From an optimization exercise on the open Yosys and OpenROAD flow, aimed at small area, a short achievable clock period and few clock cycles per item; shortcuts taken in it are not production practice. Function was checked by simulation only, so behaviour that the tests miss may differ from the original.

==> v38: inputs <==
==> flow/design.v (excerpt) <==
module bfm (
    input  wire        clk,
    input  wire        rst,
    input  wire [6:0]  dev_addr,
    input  wire        cmd_valid,
    output wire        cmd_ready,
    input  wire [7:0]  cmd_op,
    input  wire [3:0]  cmd_reg,
    input  wire [3:0]  cmd_seg,
    input  wire [7:0]  cmd_n0,
    input  wire [7:0]  cmd_n1,
    input  wire [32:0] cmd_ival,
    input  wire [7:0]  cmd_raddr,
    input  wire [1:0]  cmd_mode,
    input  wire [7:0]  cmd_vlen,
    input  wire [63:0] cmd_vec,
    input  wire [7:0]  cmd_blen,
    input  wire [31:0] cmd_bytes,
    output wire        rsp_valid,
    input  wire        rsp_ready,
    output wire [7:0]  rsp_status,
    output wire [31:0] rsp_uval,
    output wire [32:0] rsp_sval,
    output wire [7:0]  rsp_n0,
    output wire [7:0]  rsp_n1,
    output wire [7:0]  rsp_raddr,
    output wire [1:0]  rsp_mode,
    output wire [5:0]  rsp_vlen,
    output wire [31:0] rsp_vec,
    output wire [2:0]  rsp_blen,
  ...
==> flow/config.mk <==
export PLATFORM = sky130hd
export DESIGN_NAME = bfm
export DESIGN_NICKNAME = bfm
export VERILOG_FILES = /design/flow/design.v
export SDC_FILE = /design/flow/constraint.sdc
export NUM_CORES = 4
export LEC_CHECK = 0
export ABC_AREA = 1
export CAP_MARGIN = 20
export CORE_MARGIN = 2
export CORE_UTILIZATION = 55
export SETUP_SLACK_MARGIN = 1.0
export SLEW_MARGIN = 20
==> flow/constraint.sdc <==
create_clock -name core_clock -period 20.0 [get_ports {clk}]
set_input_delay 4.0000 -clock core_clock [delete_from_list [all_inputs] [get_ports {clk}]]
set_output_delay 4.0000 -clock core_clock [all_outputs]
set_load 0.01 [all_outputs]
standard.sh (not shown) runs the stock make flow with config.mk's settings and CLKGATE_MAP_FILE= SYNTH_SCRIPT=/design/flow/synth_recipe.tcl, a recipe that flattens the netlist after the stock synthesis.
==> flow/flow/run.sh <==
#!/bin/bash
# The standard layout (the standard.sh: standard synthesis, floorplan,
# placement, CTS, routing, finish), unchanged except that ORFS's
# repair_timing steps are asked to leave more setup slack than the
# 20 ns clock needs, so that they size and buffer the design for speed.
# The SDC (clock period, I/O delays, loads) is the standard flow's, untouched.
set -euo pipefail
cd "$(dirname "$0")/.."
bash standard.sh SETUP_SLACK_MARGIN=15 finish > flow_make.log 2>&1
==> v12: changes against v38 <==
--- a/flow/design.v
+++ b/flow/design.v
@@ -84,20 +84,21 @@
     reg [7:0]  q_b;         
     reg [1:0]  q_m;         
     reg [5:0]  q_v;         
     reg        q_z;         
     reg [1:0]  q_u;
     reg        q_k;         
     reg [3:0]  rhit, shit;
     reg [4:0]  w_lsb;
-    wire [4:0] w_msb  = q_b[4:0];
+    reg  [4:0] w_msb;
     wire [3:0] w_name = q_v[3:0];
     reg        we_set, we_shift, we_segadd, we_regadd, we_read;
     reg        x_seg, x_tc;   
+    reg        x_set, x_vbad;  
     reg        t_fail;
     reg [1:0]  t_fidx;
     reg [6:0]  dev_q;
     assign cmd_ready     = st_idle;
     assign rsp_valid     = st_rsp;
     assign tr_req_valid  = st_req;
     assign tr_rsp_ready  = st_tw;
     assign tr_req_kind   = q_k;
@@ -178,62 +179,55 @@
     wire       i_vgt32 = cmd_vlen > 8'd32;
     wire [7:0] i_vm1   = cmd_vlen - 8'd1;
     wire [8:0] i_n0pad = {1'b0, cmd_n0} + 9'd7;
     wire [5:0] i_vpad  = cmd_vlen[5:0] + 6'd7;
     reg [3:0]  i_rhit, i_shit;
     reg [15:0] sm;                  
     reg [31:0] i_pack, r_pack [0:3];
     reg [4:0]  i_slsb, i_smsb, r_slsb [0:3], r_smsb [0:3];
-    reg [5:0]  wid_t [0:15];
-    reg [5:0]  i_swid, r_swid [0:3];
     reg [2:0]  i_need, r_need [0:3];
-    reg        i_leneq, f_blneed, i_sany;
-    reg [3:0]  r_leneq, r_blneed, r_sany;
+    reg        f_blneed, i_sany;
+    reg [3:0]  r_blneed, r_sany;
     reg [2:0]  i_nsegs;
     reg [7:0]  i_raddr, i_tot;
     reg [1:0]  i_mode;
     reg [2:0]  i_wlen, i_cnt;
     reg [4:0]  i_tbytes;
     reg        i_wok, i_rcap;
     reg [7:0]  tpad_r [0:3];
     always @* begin
         for (r = 0; r < 4; r = r + 1)
             i_rhit[r] = (r < nregs) && (reg_name[r] == cmd_reg);
         for (r = 0; r < 4; r = r + 1) begin
-            r_pack[r] = 32'd0; r_slsb[r] = 5'd0; r_smsb[r] = 5'd0; r_swid[r] = 6'd0;
-            r_need[r] = 3'd0; r_leneq[r] = 1'b0; r_blneed[r] = 1'b0; r_sany[r] = 1'b0;
+            r_pack[r] = 32'd0; r_slsb[r] = 5'd0; r_smsb[r] = 5'd0; 
+            r_need[r] = 3'd0; r_blneed[r] = 1'b0; r_sany[r] = 1'b0;
             for (s = 0; s < 4; s = s + 1) begin
                 t = r*4+s;
                 sm[t]     = (s < reg_nsegs[r]) && (seg_name[t] == cmd_seg);
-                wid_t[t]  = {1'b0, seg_msb[t]} - {1'b0, seg_lsb[t]} + 6'd1;
                 r_pack[r] = r_pack[r] | ({32{s < reg_nsegs[r]}} & seg_bits[t]);
                 r_slsb[r] = r_slsb[r] | ({5{sm[t]}} & seg_lsb[t]);
                 r_smsb[r] = r_smsb[r] | ({5{sm[t]}} & seg_msb[t]);
-                r_swid[r] = r_swid[r] | ({6{sm[t]}} & wid_t[t]);
                 r_need[r] = r_need[r] | ({3{sm[t]}} & ({1'b0, seg_msb[t][4:3]} + 3'd1));
-                r_leneq[r]  = r_leneq[r]  | (sm[t] & (cmd_vlen == {2'd0, wid_t[t]}));
                 r_blneed[r] = r_blneed[r] | (sm[t] & (cmd_blen[2:0] <= {1'b0, seg_msb[t][4:3]}));
                 r_sany[r]   = r_sany[r] | sm[t];
             end
         end
         for (s = 0; s < 4; s = s + 1)
             i_shit[s] = (i_rhit[0] & sm[s]) | (i_rhit[1] & sm[4+s]) |
                         (i_rhit[2] & sm[8+s]) | (i_rhit[3] & sm[12+s]);
-        i_pack = 32'd0; i_slsb = 5'd0; i_smsb = 5'd0; i_swid = 6'd0; i_need = 3'd0;
-        i_leneq = 1'b0; f_blneed = 1'b0; i_sany = 1'b0;
+        i_pack = 32'd0; i_slsb = 5'd0; i_smsb = 5'd0; i_need = 3'd0;
+        f_blneed = 1'b0; i_sany = 1'b0;
         i_nsegs = 3'd0; i_raddr = 8'd0; i_tot = 8'd0; i_mode = 2'd0; i_wok = 1'b0;
         i_wlen = 3'd0; i_cnt = 3'd0; i_tbytes = 5'd0; i_rcap = 1'b0;
         for (r = 0; r < 4; r = r + 1) begin
             i_pack   = i_pack   | ({32{i_rhit[r]}} & r_pack[r]);
             i_slsb   = i_slsb   | ({5{i_rhit[r]}} & r_slsb[r]);
             i_smsb   = i_smsb   | ({5{i_rhit[r]}} & r_smsb[r]);
-            i_swid   = i_swid   | ({6{i_rhit[r]}} & r_swid[r]);
             i_need   = i_need   | ({3{i_rhit[r]}} & r_need[r]);
-            i_leneq  = i_leneq  | (i_rhit[r] & r_leneq[r]);
             f_blneed = f_blneed | (i_rhit[r] & r_blneed[r]);
             i_sany   = i_sany   | (i_rhit[r] & r_sany[r]);
             tpad_r[r] = reg_tot[r] + 8'd7;
             i_wlen   = i_wlen   | ({3{i_rhit[r]}} & ({1'b0, reg_wl[r]} + 3'd1));
             i_cnt    = i_cnt    | ({3{i_rhit[r]}} & tpad_r[r][5:3]);
             i_tbytes = i_tbytes | ({5{i_rhit[r]}} & tpad_r[r][7:3]);
             i_rcap   = i_rcap   | (i_rhit[r] & (reg_tot[r] <= 8'd32));
             i_nsegs  = i_nsegs  | ({3{i_rhit[r]}} & reg_nsegs[r]);
@@ -249,47 +243,45 @@
     wire c_sread = i_segget | i_segint | i_segtc;
     wire c_segop = i_setbits | i_segupd | c_sread;
     wire f_n0gt32 = cmd_n0 > 8'd32;
     wire f_n0gtn1 = cmd_n0 > cmd_n1;
     wire f_n1ge32 = cmd_n1 >= 8'd32;
     wire f_blgt4  = cmd_blen > 8'd4;
     wire f_nregs4 = nregs[2];
     wire f_nsegs4 = i_nsegs[2];
-    reg [3:0]  s_tobits, s_vec, s_regadd, s_segadd, s_read, s_write, s_setbits, s_segupd;
+    reg [3:0]  s_tobits, s_vec, s_regadd, s_segadd, s_read, s_write, s_segupd;
     always @* begin
         s_tobits  = f_n0gt32 ? ST_CAPACITY : i_range ? ST_RANGE : ST_OK;
         s_vec     = i_vgt32 ? ST_CAPACITY : i_vbad ? ST_INVBIT : ST_OK;
         s_regadd  = i_rany ? ST_DUP : f_nregs4 ? ST_CAPACITY : ST_OK;
         s_segadd  = !i_rany ? ST_NOTFOUND : f_n0gtn1 ? ST_CONFIG : i_sany ? ST_DUP :
                     (f_n1ge32 | f_nsegs4) ? ST_CAPACITY : ST_OK;
         s_read    = !i_rany ? ST_NOTFOUND : !i_mode[0] ? ST_ACCESS : !i_rcap ? ST_CAPACITY : ST_OK;
         s_write   = !i_rany ? ST_NOTFOUND : !i_mode[1] ? ST_ACCESS : ST_OK;
-        s_setbits = !i_leneq ? ST_LENGTH : i_vbad ? ST_INVBIT : ST_OK;
         s_segupd  = f_blgt4 ? ST_CAPACITY : f_blneed ? ST_INSUFF : ST_OK;
     end
     wire segnf = !i_rany | !i_sany;
     wire [3:0]  n_st = ({4{i_ill}}    & ST_ILLEGAL) |
                        ({4{i_tobits}} & s_tobits) |
                        ({4{c_vec}}    & s_vec) |
                        ({4{i_regadd}} & s_regadd) |
                        ({4{i_segadd}} & s_segadd) |
                        ({4{i_read}}   & s_read) |
                        ({4{i_write}}  & s_write) |
                        ({4{c_rinfo & !i_rany}} & ST_NOTFOUND) |
                        ({4{c_segop & segnf}} & ST_NOTFOUND) |
-                       ({4{i_setbits & !segnf}} & s_setbits) |
                        ({4{i_segupd & !segnf}} & s_segupd);
     wire [1:0]  i_ridx = {i_rhit[3] | i_rhit[2], i_rhit[3] | i_rhit[1]};
     wire [7:0]  n_a = ({8{i_ill}}     & cmd_op) |
                       ({8{c_vec}}     & {3'd0, i_vbidx}) |
                       ({8{i_regadd}}  & {5'd0, nregs}) |
                       ({8{i_segadd}}  & (f_n0gtn1 ? cmd_n0 : {5'd0, i_nsegs})) |
                       ({8{c_rinfo}}   & {6'd0, i_ridx}) |
-                      ({8{i_setbits}} & (i_leneq ? {3'd0, i_vbidx} : {2'd0, i_swid})) |
+                      ({8{i_setbits}} & {3'd0, i_vbidx}) |
                       ({8{i_segupd}}  & {5'd0, i_need}) |
                       ({8{c_sread}}   & {3'd0, i_slsb});
     wire [7:0]  n_b = ({8{i_segadd}}  & cmd_n1) |
                       ({8{i_read | i_write | c_rinfo}} & i_raddr) |
                       ({8{i_setbits}} & cmd_vlen) |
                       ({8{i_segupd}}  & cmd_blen) |
                       ({8{c_sread}}   & {3'd0, i_smsb});
     wire [1:0]  n_m = ({2{i_tobits | c_vec}} & 2'd2) |
@@ -303,28 +295,28 @@
                       ({6{i_read & i_rany}}  & {3'd0, i_cnt}) |
                       ({6{i_write & i_rany}} & {3'd0, i_wlen}) |
                       ({6{!(i_tobits | c_vec | ((i_read | i_write) & i_rany))}} & {2'd0, nm_name});
     wire [31:0] n_r = ({32{i_tobits}}  & cmd_ival[31:0]) |
                       ({32{c_vec | i_setbits}} & i_vbits) |
                       ({32{i_totc}}    & i_vext) |
                       ({32{i_nbytes}}  & {26'd0, i_n0pad[8:3]}) |
                       ({32{i_regadd}}  & {22'd0, cmd_raddr, cmd_mode}) |
-                      ({32{i_write}}   & i_pack) |
                       ({32{i_regget}}  & {29'd0, i_nsegs}) |
                       ({32{i_totbits}} & {24'd0, i_tot}) |
                       ({32{i_totbytes}} & {27'd0, i_tbytes}) |
+                      ({32{i_write}}   & i_pack) |
                       ({32{i_segupd}}  & cmd_bytes);
     wire        n_s = i_vsgn;
     wire        n_z = i_segget;
     wire        n_tr = (i_read & i_rany & i_mode[0] & i_rcap) |
                        (i_write & i_rany & i_mode[1] & i_wok);
-    wire        n_slow = (i_write & i_rany & i_mode[1] & !i_wok) | (c_sread & !segnf);
-    wire        n_set = !segnf & ((i_setbits & i_leneq & !i_vbad) |
-                                  (i_segupd & !f_blgt4 & !f_blneed));
+    wire        n_slow = (i_write & i_rany & i_mode[1] & !i_wok) |
+                         ((c_sread | i_setbits) & !segnf);
+    wire        n_set = !segnf & i_segupd & !f_blgt4 & !f_blneed;
     wire        n_segadd = i_segadd & i_rany & !f_n0gtn1 & !i_sany & !f_n1ge32 & !f_nsegs4;
     wire        n_regadd = i_regadd & !i_rany & !f_nregs4;
     reg [2:0]  nsegs_w;
     reg [7:0]  tot_w;
     reg [4:0]  lsb_s [0:3];
     reg [4:0]  msb_s [0:3];
     reg [3:0]  name_s [0:3];
     reg [3:0]  val_s;
@@ -368,33 +360,35 @@
     reg  [31:0] sel_bits;
     always @* begin
         sel_bits = 32'd0;
         for (r = 0; r < 4; r = r + 1)
             for (s = 0; s < 4; s = s + 1)
                 sel_bits = sel_bits | ({32{rhit[r] & shit[s]}} & seg_bits[r*4+s]);
     end
     wire [5:0]  x_width = {1'b0, w_msb} - {1'b0, w_lsb} + 6'd1;
+    wire        x_leneq = (q_b == {2'd0, x_width});
+    wire        set_now = st_ex & x_set & x_leneq & !x_vbad;
     wire [31:0] x_shr   = sel_bits >> w_lsb;
     wire        x_sgn   = sel_bits[w_msb];
     reg  [31:0] x_ext;
     always @* begin
         for (g = 0; g < 32; g = g + 1)
             x_ext[g] = (g >= x_width) & x_sgn & x_tc;
     end
     wire [31:0] shl = q_r << w_lsb;
     reg  [31:0] wdata [0:3];
     reg  [15:0] wen;
     always @* begin
         for (s = 0; s < 4; s = s + 1)
             wdata[s] = (we_shift ? shl : q_r) & win_s[s] & {32{!we_segadd}};
         for (r = 0; r < 4; r = r + 1)
             for (s = 0; s < 4; s = s + 1)
                 wen[r*4+s] = rhit[r] & (
-                    (we_set & shit[s]) |
+                    ((we_set | set_now) & shit[s]) |
                     (we_segadd & (nsegs_w == s)) |
                     (we_read & (s < nsegs_w) & (!t_fail | (s < t_fidx))));
     end
     always @(posedge clk) begin
         for (t = 0; t < 16; t = t + 1)
             if (wen[t]) seg_bits[t] <= wdata[t % 4];
         for (r = 0; r < 4; r = r + 1)
             for (s = 0; s < 4; s = s + 1)
@@ -443,31 +437,27 @@
             end
             if (st_ex) begin st_ex <= 1'b0; st_rsp <= 1'b1; end
             if (st_req & tr_req_ready) begin st_req <= 1'b0; st_tw <= 1'b1; end
             if (st_tw & tr_rsp_valid) begin st_tw <= 1'b0; st_rsp <= 1'b1; end
             if (st_rsp & rsp_ready) begin st_rsp <= 1'b0; st_idle <= 1'b1; end
         end
     end
     always @(posedge clk) begin
-        if (st_idle) begin
-            q_st <= n_st; q_r <= n_r; q_s <= n_s; q_a <= n_a; q_b <= n_b;
-            q_m <= n_m; q_v <= n_v; q_z <= n_z; q_k <= i_write;
-            q_u  <= {i_shit[3] | i_shit[2], i_shit[3] | i_shit[1]};
-            rhit <= i_rhit;
-            shit <= i_shit;
-            w_lsb  <= i_segadd ? cmd_n0[4:0] : i_slsb;
-            x_seg  <= i_segget | i_segint | i_segtc;
-            x_tc   <= i_segtc;
-        end
         if (st_ex) begin
             if (x_seg) begin
                 q_r <= x_shr | x_ext;
                 q_s <= x_sgn;
                 q_v <= x_width;
+            end else if (x_set) begin
+                if (!x_leneq) begin
+                    q_st <= ST_LENGTH;
+                    q_a  <= {2'd0, x_width};
+                end else if (x_vbad)
+                    q_st <= ST_INVBIT;
             end else begin
                 q_st <= (val_s == 4'd0) ? ST_EMPTY : (gaps != 32'd0) ? ST_CONT : ST_OVERLAP;
                 q_r  <= (gaps != 32'd0) ? gaps : own2;
             end
         end
         if (st_tw & tr_rsp_valid) begin
             q_a    <= tr_rsp_status;
             q_b    <= tr_rsp_rlen;
@@ -485,10 +475,23 @@
                         q_a  <= {6'd0, msb_s[s][4:3]} + 8'd1;
                     end
                 end
             if (tr_rsp_status != 8'd0) begin
                 q_st <= ST_TRANSPORT;
                 q_a  <= tr_rsp_status;
             end
         end
+        if (st_idle) begin
+            q_st <= n_st; q_r <= n_r; q_s <= n_s; q_a <= n_a; q_b <= n_b;
+            q_m <= n_m; q_v <= n_v; q_z <= n_z; q_k <= i_write;
+            q_u  <= {i_shit[3] | i_shit[2], i_shit[3] | i_shit[1]};
+            rhit <= i_rhit;
+            shit <= i_shit;
+            w_lsb  <= i_segadd ? cmd_n0[4:0] : i_slsb;
+            w_msb  <= i_segadd ? cmd_n1[4:0] : i_smsb;
+            x_set  <= i_setbits;
+            x_vbad <= i_vbad;
+            x_seg  <= i_segget | i_segint | i_segtc;
+            x_tc   <= i_segtc;
+        end
     end
 endmodule
==> flow/flow/run.sh (replaced) <==
#!/bin/bash
# The standard layout (the standard.sh: standard synthesis, floorplan,
# placement, CTS, routing, finish) with two changes of how it is made:
# - ORFS's repair_timing steps are asked to leave more setup slack than the
#   20 ns clock needs, so that they size and buffer the design for speed;
# - every input and output port still gets its own buffer, but a plain
#   buf_1 rather than the delay buffer buffer_ports picks by itself
#   (repair resizes it where timing needs).
# The SDC (clock period, I/O delays, loads) is the standard flow's, untouched.
set -euo pipefail
cd "$(dirname "$0")/.."
bash standard.sh "BUFFER_PORTS_ARGS=-buffer_cell sky130_fd_sc_hd__buf_1" \
    SETUP_SLACK_MARGIN=14 finish > flow_make.log 2>&1
Settings changed: CORE_UTILIZATION 55 to 38, CTS_BUF_LIST set to sky130_fd_sc_hd__clkbuf_4 sky130_fd_sc_hd__clkbuf_8.
==> qor summary <==
# clock sinks: v12 958; v38 951
Area share of xor/xnor cells in the synthesized design: v12 0.660%; v38 1.88%
Placement-stage worst setup slack: v12 11.63 ns; v38 11.34 ns
Post-DP HPWL: v12 320000 µm; v38 309000 µm
Gates resized, CTS repair: v12 277; v38 2459
Die height: v12 413 µm; v38 358 µm
Cell area after synthesis: v12 0.0637 mm²; v38 0.0688 mm²
H-tree depth: v12 4; v38 3
Initial core utilization: v12 38.2%; v38 55.5%
Root buffer selected by CTS: v12 clkbuf_8; v38 clkbuf_16
Sequential-to-total area share from yosys stat: v12 44.8%; v38 41.1%
Row cnt: v12 150; v38 129
Compound-cell area share of the yosys netlist: v12 16.0%; v38 15.8%
Clock buffer count from CTS: v12 175; v38 99
Mux cell area share after synthesis: v12 0.409%; v38 0.364%
Top-area cell type share of the netlist area: v12 44.0%; v38 40.2%
Synthesized-area fraction occupied by adder cells: v12 2.29%; v38 5.23%
Inst Count DP: v12 10600; v38 10700
Number of buffers inserted to repair setup after CTS: v12 68; v38 484
Run status: v12 timing/DRC/antenna clean; v38 aborted with a tool error
Failing step: v12 -; v38 global routing
Number of synthesized register bits: v12 958; v38 951
Warning count from the yosys run: v12 23; v38 25
Cells after Synth: v12 8172; v38 8951
Share of synthesized cell area in and, or, nand and nor gates: v12 26.2%; v38 26.3%
Routability congestion estimate from global placement: v12 1.12; v38 1.25
Testbench counts of v38, summed over its fixed seeds: cycles 8,248, items 3,200.
Testbench counts of v12, summed over its fixed seeds: cycles 8,645, items 3,200.

-- port drivers added, routing unchanged --
How much do the figures lean on ideal ports? The routed layout below was timed once more, with nothing changed but the port constraints. Step 1 assumes that a clkbuf_16 drives the clock port and a buf_2 every other input. Step 2, shift: input delay + t, output delay - t, t = (earliest + latest rising clock arrival at the registers) / 2. This alone moves slack from input paths to output paths. Three values: ideal, step 1, step 2; two values: the first two.
run: v12
shift t [ns]: 1.024
setup WS [ns]: 13.781 / 13.837 / 12.813
slew at the worst register clock pin (ns): 0.07 / 0.07
worst slew at a driven data input, ns: 0.16
After both steps v12 still meets setup and hold. The setup slack of v12 moves by +0.056 ns with the drivers and by -0.968 ns with both steps.
